Background: an optimization exercise with open tools, aiming at small area, a short achievable clock period and few clock cycles per item. Do not read the settings as production practice. In this exercise RTL edits were held to simulation tests only and were not proved equivalent to the original. Power and IR drop assume default switching activity.

==> design.v <==
module ax12_framer (
    input  wire        clk,
    input  wire        rst,
    input  wire        cmd_valid,
    output wire        cmd_ready,
    input  wire [7:0]  cmd_code,
    input  wire [7:0]  cmd_id,
    input  wire [7:0]  cmd_opc,
    input  wire [15:0] cmd_len,
    input  wire        in_valid,
    output wire        in_ready,
    input  wire [7:0]  in_data,
    output wire        out_valid,
    input  wire        out_ready,
    output wire [7:0]  out_data,
    output wire        res_valid,
    output reg  [7:0]  res_code,
    output reg  [7:0]  csum,
    output reg  [7:0]  rid,
    output reg  [7:0]  rerr,
    output reg  [7:0]  qn
);
    localparam [7:0] CMD_CHK = 8'h01, CMD_ENC = 8'h02, CMD_DEC = 8'h03,
                     CMD_BLD = 8'h04, CMD_PST = 8'h05;
    localparam [7:0] OPC_PING = 8'h01, OPC_READ = 8'h02, OPC_WRITE = 8'h03,
                     OPC_REG_WRITE = 8'h04, OPC_ACTION = 8'h05, OPC_RESET = 8'h06,
                     OPC_SYNC_WRITE = 8'h83;
    localparam [15:0] MAX_PARAMS = 16'd253;
    localparam [7:0] RC_OK = 8'h00,
                     RC_CS_SHORT = 8'h10, RC_CS_ID = 8'h11, RC_CS_LENGTH = 8'h12,
                     RC_BAD_OPCODE = 8'h30, RC_PARAM_COUNT = 8'h31,
                     RC_ID_RANGE = 8'h32, RC_PAYLOAD_LONG = 8'h33,
                     RC_FRAME_SHORT = 8'h40, RC_BAD_HEADER = 8'h41,
                     RC_BAD_LENGTH = 8'h42, RC_BAD_CHECKSUM = 8'h43,
                     RC_BAD_ID = 8'h44, RC_BAD_REPLY_ID = 8'h45,
                     RC_BAD_COMMAND = 8'h50;
    localparam [3:0] S_IDLE   = 4'd0,
                     S_CHECK  = 4'd1,
                     S_HDR    = 4'd2,    
                     S_RD     = 4'd3,    
                     S_WR     = 4'd4,    
                     S_CS     = 4'd5,    
                     S_FINISH = 4'd6,    
                     S_DONE   = 4'd7;    
    reg [3:0]  state;
    reg [7:0]  code_q, id_q, opc_q;
    reg [15:0] len_q;
    reg [15:0] pos;           
    reg [2:0]  hidx;          
    reg [7:0]  acc;           
    reg [7:0]  dbuf;          
    reg [7:0]  b0, b1, b2, b3, b4, blast;
    reg [7:0]  rc_next;       
    reg        opc_known;
    reg [15:0] pmin, pmax;
    always @(*) begin
        opc_known = 1'b1;
        pmin = 16'd0;
        pmax = 16'd0;
        case (opc_q)
            OPC_PING, OPC_ACTION, OPC_RESET: begin pmin = 16'd0; pmax = 16'd0; end
            OPC_READ:                        begin pmin = 16'd2; pmax = 16'd2; end
            OPC_WRITE, OPC_REG_WRITE:        begin pmin = 16'd2; pmax = MAX_PARAMS; end
            OPC_SYNC_WRITE:                  begin pmin = 16'd4; pmax = MAX_PARAMS; end
            default:                         opc_known = 1'b0;
        endcase
    end
    reg [7:0] check_rc;
    always @(*) begin
        check_rc = RC_OK;
        case (code_q)
            CMD_CHK, CMD_DEC, CMD_PST: check_rc = RC_OK;
            CMD_ENC: begin
                if (id_q == 8'hFF)          check_rc = RC_ID_RANGE;
                else if (len_q > 16'd254)   check_rc = RC_PAYLOAD_LONG;
                else if (len_q == 16'd0)    check_rc = RC_CS_SHORT;
            end
            CMD_BLD: begin
                if (!opc_known)                          check_rc = RC_BAD_OPCODE;
                else if (id_q == 8'hFF)                  check_rc = RC_ID_RANGE;
                else if (len_q < pmin || len_q > pmax)   check_rc = RC_PARAM_COUNT;
            end
            default: check_rc = RC_BAD_COMMAND;
        endcase
    end
    wire       is_bld = (code_q == CMD_BLD);
    wire [7:0] frame_len = is_bld ? (len_q[7:0] + 8'd2) : (len_q[7:0] + 8'd1);
    wire [2:0] hdr_count = is_bld ? 3'd5 : 3'd4;
    reg  [7:0] hdr_byte;
    always @(*) begin
        case (hidx)
            3'd0, 3'd1: hdr_byte = 8'hFF;
            3'd2:       hdr_byte = id_q;
            3'd3:       hdr_byte = frame_len;
            default:    hdr_byte = opc_q;
        endcase
    end
    wire is_enc_bld = (code_q == CMD_ENC) || (code_q == CMD_BLD);
    wire last_in    = (pos == len_q - 16'd1);
    reg in_sum, in_fwd;
    always @(*) begin
        case (code_q)
            CMD_CHK: begin in_sum = 1'b1; in_fwd = 1'b0; end
            CMD_ENC, CMD_BLD: begin in_sum = 1'b1; in_fwd = 1'b1; end
            CMD_DEC: begin
                in_sum = (pos >= 16'd2) && (pos + 16'd2 <= len_q);
                in_fwd = (pos >= 16'd4) && (pos + 16'd2 <= len_q);
            end
            CMD_PST: begin
                in_sum = (pos >= 16'd2) && (pos + 16'd2 <= len_q);
                in_fwd = (pos >= 16'd5) && (pos + 16'd2 <= len_q);
            end
            default: begin in_sum = 1'b0; in_fwd = 1'b0; end
        endcase
    end
    reg [7:0] fin_rc;
    reg       fin_csum_we, fin_rid_we, fin_rerr_we, fin_qn_we;
    reg [7:0] fin_qn;
    always @(*) begin
        fin_rc      = RC_OK;
        fin_csum_we = 1'b0;
        fin_rid_we  = 1'b0;
        fin_rerr_we = 1'b0;
        fin_qn_we   = 1'b0;
        fin_qn      = 8'd0;
        case (code_q)
            CMD_CHK: begin
                if (len_q < 16'd3)                        fin_rc = RC_CS_SHORT;
                else if (b0 == 8'hFF)                     fin_rc = RC_CS_ID;
                else if ({8'd0, b1} != len_q - 16'd1)     fin_rc = RC_CS_LENGTH;
                else                                      fin_csum_we = 1'b1;
            end
            CMD_ENC, CMD_BLD: begin
                fin_rc      = rc_next;
                fin_csum_we = (rc_next == RC_OK);
            end
            CMD_DEC, CMD_PST: begin
                if (len_q < 16'd6)                        fin_rc = RC_FRAME_SHORT;
                else if (b0 != 8'hFF || b1 != 8'hFF)      fin_rc = RC_BAD_HEADER;
                else if ({8'd0, b3} != len_q - 16'd4)     fin_rc = RC_BAD_LENGTH;
                else if (b2 == 8'hFF)                     fin_rc = RC_BAD_ID;
                else if (~acc != blast)                   fin_rc = RC_BAD_CHECKSUM;
                else if (code_q == CMD_DEC) begin
                    fin_rid_we = 1'b1;
                    fin_qn_we  = 1'b1;
                    fin_qn     = len_q[7:0] - 8'd5;
                end else if (b2 == 8'hFE) begin
                    fin_rc = RC_BAD_REPLY_ID;
                end else begin
                    fin_rid_we  = 1'b1;
                    fin_rerr_we = 1'b1;
                    fin_qn_we   = 1'b1;
                    fin_qn      = len_q[7:0] - 8'd6;
                    if      (b4[6]) fin_rc = 8'h26;
                    else if (b4[5]) fin_rc = 8'h25;
                    else if (b4[4]) fin_rc = 8'h24;
                    else if (b4[3]) fin_rc = 8'h23;
                    else if (b4[2]) fin_rc = 8'h22;
                    else if (b4[1]) fin_rc = 8'h21;
                    else if (b4[0]) fin_rc = 8'h20;
                end
            end
            default: fin_rc = rc_next;
        endcase
    end
    assign cmd_ready = (state == S_IDLE);
    assign in_ready  = (state == S_RD);
    assign out_valid = (state == S_HDR) || (state == S_WR) || (state == S_CS);
    assign out_data  = (state == S_HDR) ? hdr_byte :
                       (state == S_CS)  ? ~acc : dbuf;
    assign res_valid = (state == S_DONE);
    always @(posedge clk) begin
        if (rst) begin
            state    <= S_IDLE;
            code_q   <= 8'd0;
            id_q     <= 8'd0;
            opc_q    <= 8'd0;
            len_q    <= 16'd0;
            pos      <= 16'd0;
            hidx     <= 3'd0;
            acc      <= 8'd0;
            dbuf     <= 8'd0;
            b0       <= 8'd0;
            b1       <= 8'd0;
            b2       <= 8'd0;
            b3       <= 8'd0;
            b4       <= 8'd0;
            blast    <= 8'd0;
            rc_next  <= 8'd0;
            res_code <= 8'd0;
            csum     <= 8'd0;
            rid      <= 8'd0;
            rerr     <= 8'd0;
            qn       <= 8'd0;
        end else begin
            case (state)
                S_IDLE: begin
                    if (cmd_valid) begin
                        code_q <= cmd_code;
                        id_q   <= cmd_id;
                        opc_q  <= cmd_opc;
                        len_q  <= cmd_len;
                        pos    <= 16'd0;
                        hidx   <= 3'd0;
                        acc    <= 8'd0;
                        state  <= S_CHECK;
                    end
                end
                S_CHECK: begin
                    rc_next <= check_rc;
                    if (check_rc != RC_OK)
                        state <= S_FINISH;
                    else if (is_enc_bld)
                        state <= S_HDR;
                    else if (len_q == 16'd0)
                        state <= S_FINISH;
                    else
                        state <= S_RD;
                end
                S_HDR: begin
                    if (out_ready) begin
                        if (hidx >= 3'd2)
                            acc <= acc + hdr_byte;
                        hidx <= hidx + 3'd1;
                        if (hidx == hdr_count - 3'd1)
                            state <= (len_q == 16'd0) ? S_CS : S_RD;
                    end
                end
                S_RD: begin
                    if (in_valid) begin
                        dbuf <= in_data;
                        if (in_sum)
                            acc <= acc + in_data;
                        case (pos)
                            16'd0: b0 <= in_data;
                            16'd1: b1 <= in_data;
                            16'd2: b2 <= in_data;
                            16'd3: b3 <= in_data;
                            16'd4: b4 <= in_data;
                            default: ;
                        endcase
                        blast <= in_data;
                        pos   <= pos + 16'd1;
                        if (in_fwd)
                            state <= S_WR;
                        else if (last_in)
                            state <= is_enc_bld ? S_CS : S_FINISH;
                    end
                end
                S_WR: begin
                    if (out_ready) begin
                        if (pos == len_q)
                            state <= is_enc_bld ? S_CS : S_FINISH;
                        else
                            state <= S_RD;
                    end
                end
                S_CS: begin
                    if (out_ready)
                        state <= S_FINISH;
                end
                S_FINISH: begin
                    res_code <= fin_rc;
                    if (fin_csum_we) csum <= ~acc;
                    if (fin_rid_we)  rid  <= b2;
                    if (fin_rerr_we) rerr <= b4;
                    if (fin_qn_we)   qn   <= fin_qn;
                    state <= S_DONE;
                end
                S_DONE: begin
                    state <= S_IDLE;
                end
                default: state <= S_IDLE;
            endcase
        end
    end
endmodule
==> run.sh <==
#!/bin/bash
# synth_recipe.tcl (not shown) runs the flow's synth.tcl, then flattens the netlist and writes it again
# the make line also repeats each setting of config.mk as NAME=value (left out here)
make -C /OpenROAD-flow-scripts/flow DESIGN_CONFIG=/design/flow/config.mk WORK_HOME=/design/flow/orfs CLKGATE_MAP_FILE= SYNTH_SCRIPT=/design/flow/synth_recipe.tcl finish
==> config.mk <==
export PLATFORM = sky130hd
export DESIGN_NAME = ax12_framer
export DESIGN_NICKNAME = ax12_framer
export VERILOG_FILES = /design/flow/design.v
export SDC_FILE = /design/flow/constraint.sdc
export NUM_CORES = 4
export LEC_CHECK = 0
export CAP_MARGIN = 20
export CORE_MARGIN = 2
export CORE_UTILIZATION = 40
export SLEW_MARGIN = 20
==> constraint.sdc <==
create_clock -name core_clock -period 8.0 [get_ports {clk}]
set_input_delay 1.6000 -clock core_clock [delete_from_list [all_inputs] [get_ports {clk}]]
set_output_delay 1.6000 -clock core_clock [all_outputs]
set_load 0.01 [all_outputs]
==> results.yml <==
worst_setup_path:
  critPathTopFamily: "compound AO/OA/AOI/OAI gates"
  path_class: "reg -> out"
  crit_required_ns: 6.40
  critical-path-max-stage-delay_ns: 0.89
  worstPathMaxFanout: 22
  arrival_ns: 3.64
  crit_path_end_kind: "output pin"
  critical_path.cell_chain: "inv_1 -> a2111oi_0 -> xnor2_1 -> a221o_1 -> mux2i_1 -> a21oi_1 -> clkdlybuf4s50_1"
  path_buf_inv: 2
  crit_path_start_kind: "register"
  cpMaxStageDelayCell: "dfxtp_1"
sta:
  fmax_mhz: 190.8
  fin_crit_sh_pct: 65.52
  tightestPinTransition_ns: 1.090
  skew_ns: 0.01502
  finalHoldViolations: 0
  maxSlewHeadroom_pct: 27.25
  rsz0062_at_grt: "no"
  report.final.setup_viol: 0
  fin_crit_ns: 5.242
  tns_ns: 0
  report.final.slew_viol_count: 0
floorplanning:
  die_area_um2: 27220
  die_h_um: 165.0
  core_region_area_um2: 25330
  fp.dieW_um: 165.0
  start_util_pct: 40.93
  std_cell_rows: 58
  io_pins: 105
synth:
  ys_warn_count: 1
  ys.flop_type: "dfxtp_1"
  synth-edff-count: 0
  synth_cell_type_count: 87
  synth-seq-area-share_pct: 31.09
  ys_ff_latch: 161
  syn-cell-area_um2: 10370
  synth_area_per_cell_um2: 7.737
  syn_inst: 1340
  async_flop_share_pct: 0
global_routing:
  overflow: 0
  grt_pass1_vias: 9214
  grt_pass1_wl_um: 52630
  antenna_found_initial: 0
  track_usage_pct: 25.25
  grt_max_degree: 86
route:
  totalWireLength_um: 34030
  wire_per_inst_um: 19.74
  drc: 0
  vias_per_cell: 5.704
  ant_nets: 0
  vias: 9834
  drtPass1Iterations: 6
  drt_iter0_markers: 810
power_and_ir_drop:
  p_leak_nw: 4.459
  p_total_mw: 3.236
  p_per_area_nw_per_um2: 266.8
  peakVddDrop_uv: 194.1
worst_hold_path:
  hp-class: "reg -> reg"
clocking:
  cts_hold_buf: 0
  clockRootBuffer: "clkbuf_16"
  clkTransAtPathRegs_ns: 0.07
  clockBufferDepth: 2
  post_cts_buffers: 0
  clk_latency_ns: 0.44
  numCtsBuffers: 17
  cts_sinks: 161
  cts_tree: "yes"
  cts-resized-gates: 0
  h-tree-depth: 4
final_layout:
  largestRegisters: "len_q: 16 flops, pos: 16 flops"
  n_antenna_cell: 0
  nets: 1486
  area_delta_synth_final_pct: 17.00
  fin_area_um2: 12130
  final_layout_size_suffix_gt1_share_pct: 5.452
job:
  drv_cap: 0
placed_design:
  dpl_cell_area_um2: 11510
  dp_hpwl_um: 25110
  numPortBuffers: 102
  gp_congestion: 0.9164
run_status:
  status: "no timing/DRC/antenna violations"
==> worst register-to-register path, delay by kind of cell, from the launching register on <==
kind | cells | cell delay [ns]
buffers and inverters | 1 | 0.23
DFF | 1 | 0.59
xor gates and xnor gates | 1 | 0.17
AOI/OAI and AO/OA | 3 | 0.61
and+or+nand+nor | 8 | 2.27
adders and majority gates | 2 | 0.65
==> kinds of logic (layout without fill, tap and decap cells) <==
group / Yosys count / in the layout / share of synthesized area (%)
compound gates: 290 / 290 / 18.19
xor+xnor: 92 / 92 / 7.772
fa+ha+maj: 52 / 52 / 6.348
buf+inv: 134 / 187 / 5.141
flops: 161 / 161 / 31.09
mux: 57 / 57 / 5.624
other cells: 1 / 2 / 0.03617
simple gates: 553 / 553 / 25.80
==> worst paths after layout <==
path                                             from             endpoint  slack [ns]  cells past startpoint
worst max-delay path            len_q[4]$_SDFFE_PP0P_          out_data[6]        2.76                      7
worst min-delay path              rid[7]$_SDFFE_PP0P_  rid[7]$_SDFFE_PP0P_        0.45                      2
worst max register to register    pos[2]$_SDFFE_PP0P_  acc[6]$_SDFFE_PP0P_        3.40                     15
worst min register to register    rid[7]$_SDFFE_PP0P_  rid[7]$_SDFFE_PP0P_        0.45                      2
==> where the power goes <==
part | internal [mW] | total (mW) | switching (mW)
Sequential | 0.871 | 1.03 | 0.157
Combinational | 0.543 | 1.34 | 0.801
Clock | 0.480 | 0.864 | 0.383
==> cell usage in the layout (no fill, tap or decap), types with 5 or more instances in the layout <==
master and count:
nand2_1 187, dfxtp_1 161, nor2_1 136, a21oi_1 109, clkdlybuf4s50_1 101, xnor2_1 53
ha_1 51, mux2i_1 47, nand3_1 46, inv_1 42, o21ai_0 41, xor2_1 39
nor3_1 31, nand4_1 28, nor2b_1 17, clkbuf_16 17, or3_1 16, a31oi_1 14
nor4_1 14, buf_4 12, o21ai_1 11, and2_1 10, or4_1 10, o211ai_1 10
and3_1 9, nand2b_1 9, o22ai_1 9, nor3b_1 9, o311a_1 9, o31ai_1 8
mux2_1 8, a31o_1 8, or2_2 7, inv_6 7, a211oi_1 6, a221o_1 5
o2111ai_1 5
==> through the flow <==
step / utilization [%] / worst slack, ns / hold WS, ns / instances
after detailed placement: 45.46 / 3.320 / 0.4502 / 1692
after global routing: 47.90 / 2.702 / 0.4703 / 1724
after CTS: 47.85 / 2.841 / 0.4602 / 1724
final: 47.90 / 2.758 / 0.4542 / 1724
after global placement: 45.46 / 3.291 / 0.4472 / 1692
after floorplan: - / 4.244 / 0.4398 / 1341
==> area by class of cell <==
cell class	instances	area, um2
Clock buffer	18	439.2
Clock inverter	14	165.2
Fill cell	2525	13200
Inverter	42	157.7
Multi-Input combinational cell	1046	6631
Sequential cell	161	3223
Tap cell	330	412.9
Timing Repair Buffer	113	1101
==> per-layer routing <==
layer  up-vias  wire (um)  GRT usage [%]
met3        56       1856          4.646
li1       4831          -              -
met2       295      15600          40.87
met1      4652      15570          33.63
met4         0       1005          8.933
met5         -          0              0
==> cell usage after synthesis (all sizes together) (4+ instances only) <==
| cell type | instances | share of area (%) |
|---|---|---|
| a2111oi | 5 | 0.48 |
| a211oi | 6 | 0.43 |
| a21boi | 5 | 0.36 |
| a21oi | 110 | 5.3 |
| a221o | 5 | 0.48 |
| a31o | 11 | 0.93 |
| a31oi | 14 | 0.84 |
| a41oi | 4 | 0.41 |
| and2 | 10 | 0.60 |
| and3 | 9 | 0.54 |
| buf | 22 | 1.1 |
| clkbuf | 70 | 2.5 |
| dfxtp | 161 | 31 |
| ha | 51 | 6.2 |
| inv | 42 | 1.5 |
| mux2 | 10 | 1.1 |
| mux2i | 47 | 4.5 |
| nand2 | 187 | 6.8 |
| nand2b | 9 | 0.54 |
| nand3 | 47 | 2.3 |
| nand4 | 28 | 1.7 |
| nor2 | 137 | 5.1 |
| nor2b | 17 | 1.0 |
| nor3 | 34 | 1.8 |
| nor3b | 9 | 0.65 |
| nor4 | 16 | 1.2 |
| o2111ai | 6 | 0.51 |
| o211ai | 10 | 0.72 |
| o21ai | 52 | 2.5 |
| o22ai | 9 | 0.54 |
| o311a | 9 | 0.87 |
| o31ai | 8 | 0.58 |
| o41ai | 4 | 0.34 |
| or2 | 11 | 0.66 |
| or3 | 16 | 0.97 |
| or4 | 11 | 0.83 |
| xnor2 | 53 | 4.5 |
| xor2 | 39 | 3.3 |
Testbench counts, summed over its fixed seeds: cycles 37,662, commands 2,400.

## static timing again, ports no longer ideal
How much do the figures lean on ideal ports? The routed layout below was timed once more, with nothing changed but the port constraints.
Step 1, drivers: a clkbuf_16 drives clk and a buf_2 each remaining input, both assumed.
Step 2 times the ports against the registers' clock, not the clock port: input delays grow and output delays shrink by t, the midpoint of the rising clock arrivals with the driver on.
a / b / c = no drivers / after step 1 / after step 2; a / b = the first two.
shift t [ns]: 0.480
slack for setup (ns): 2.758 / 2.710 / 3.190
worst setup path after step 2: register to output
worst slew at a driven data input, ns: 0.05
After both steps setup and hold are still met in this run. The setup slack of this run moves by -0.048 ns with the drivers and by +0.432 ns with both steps.
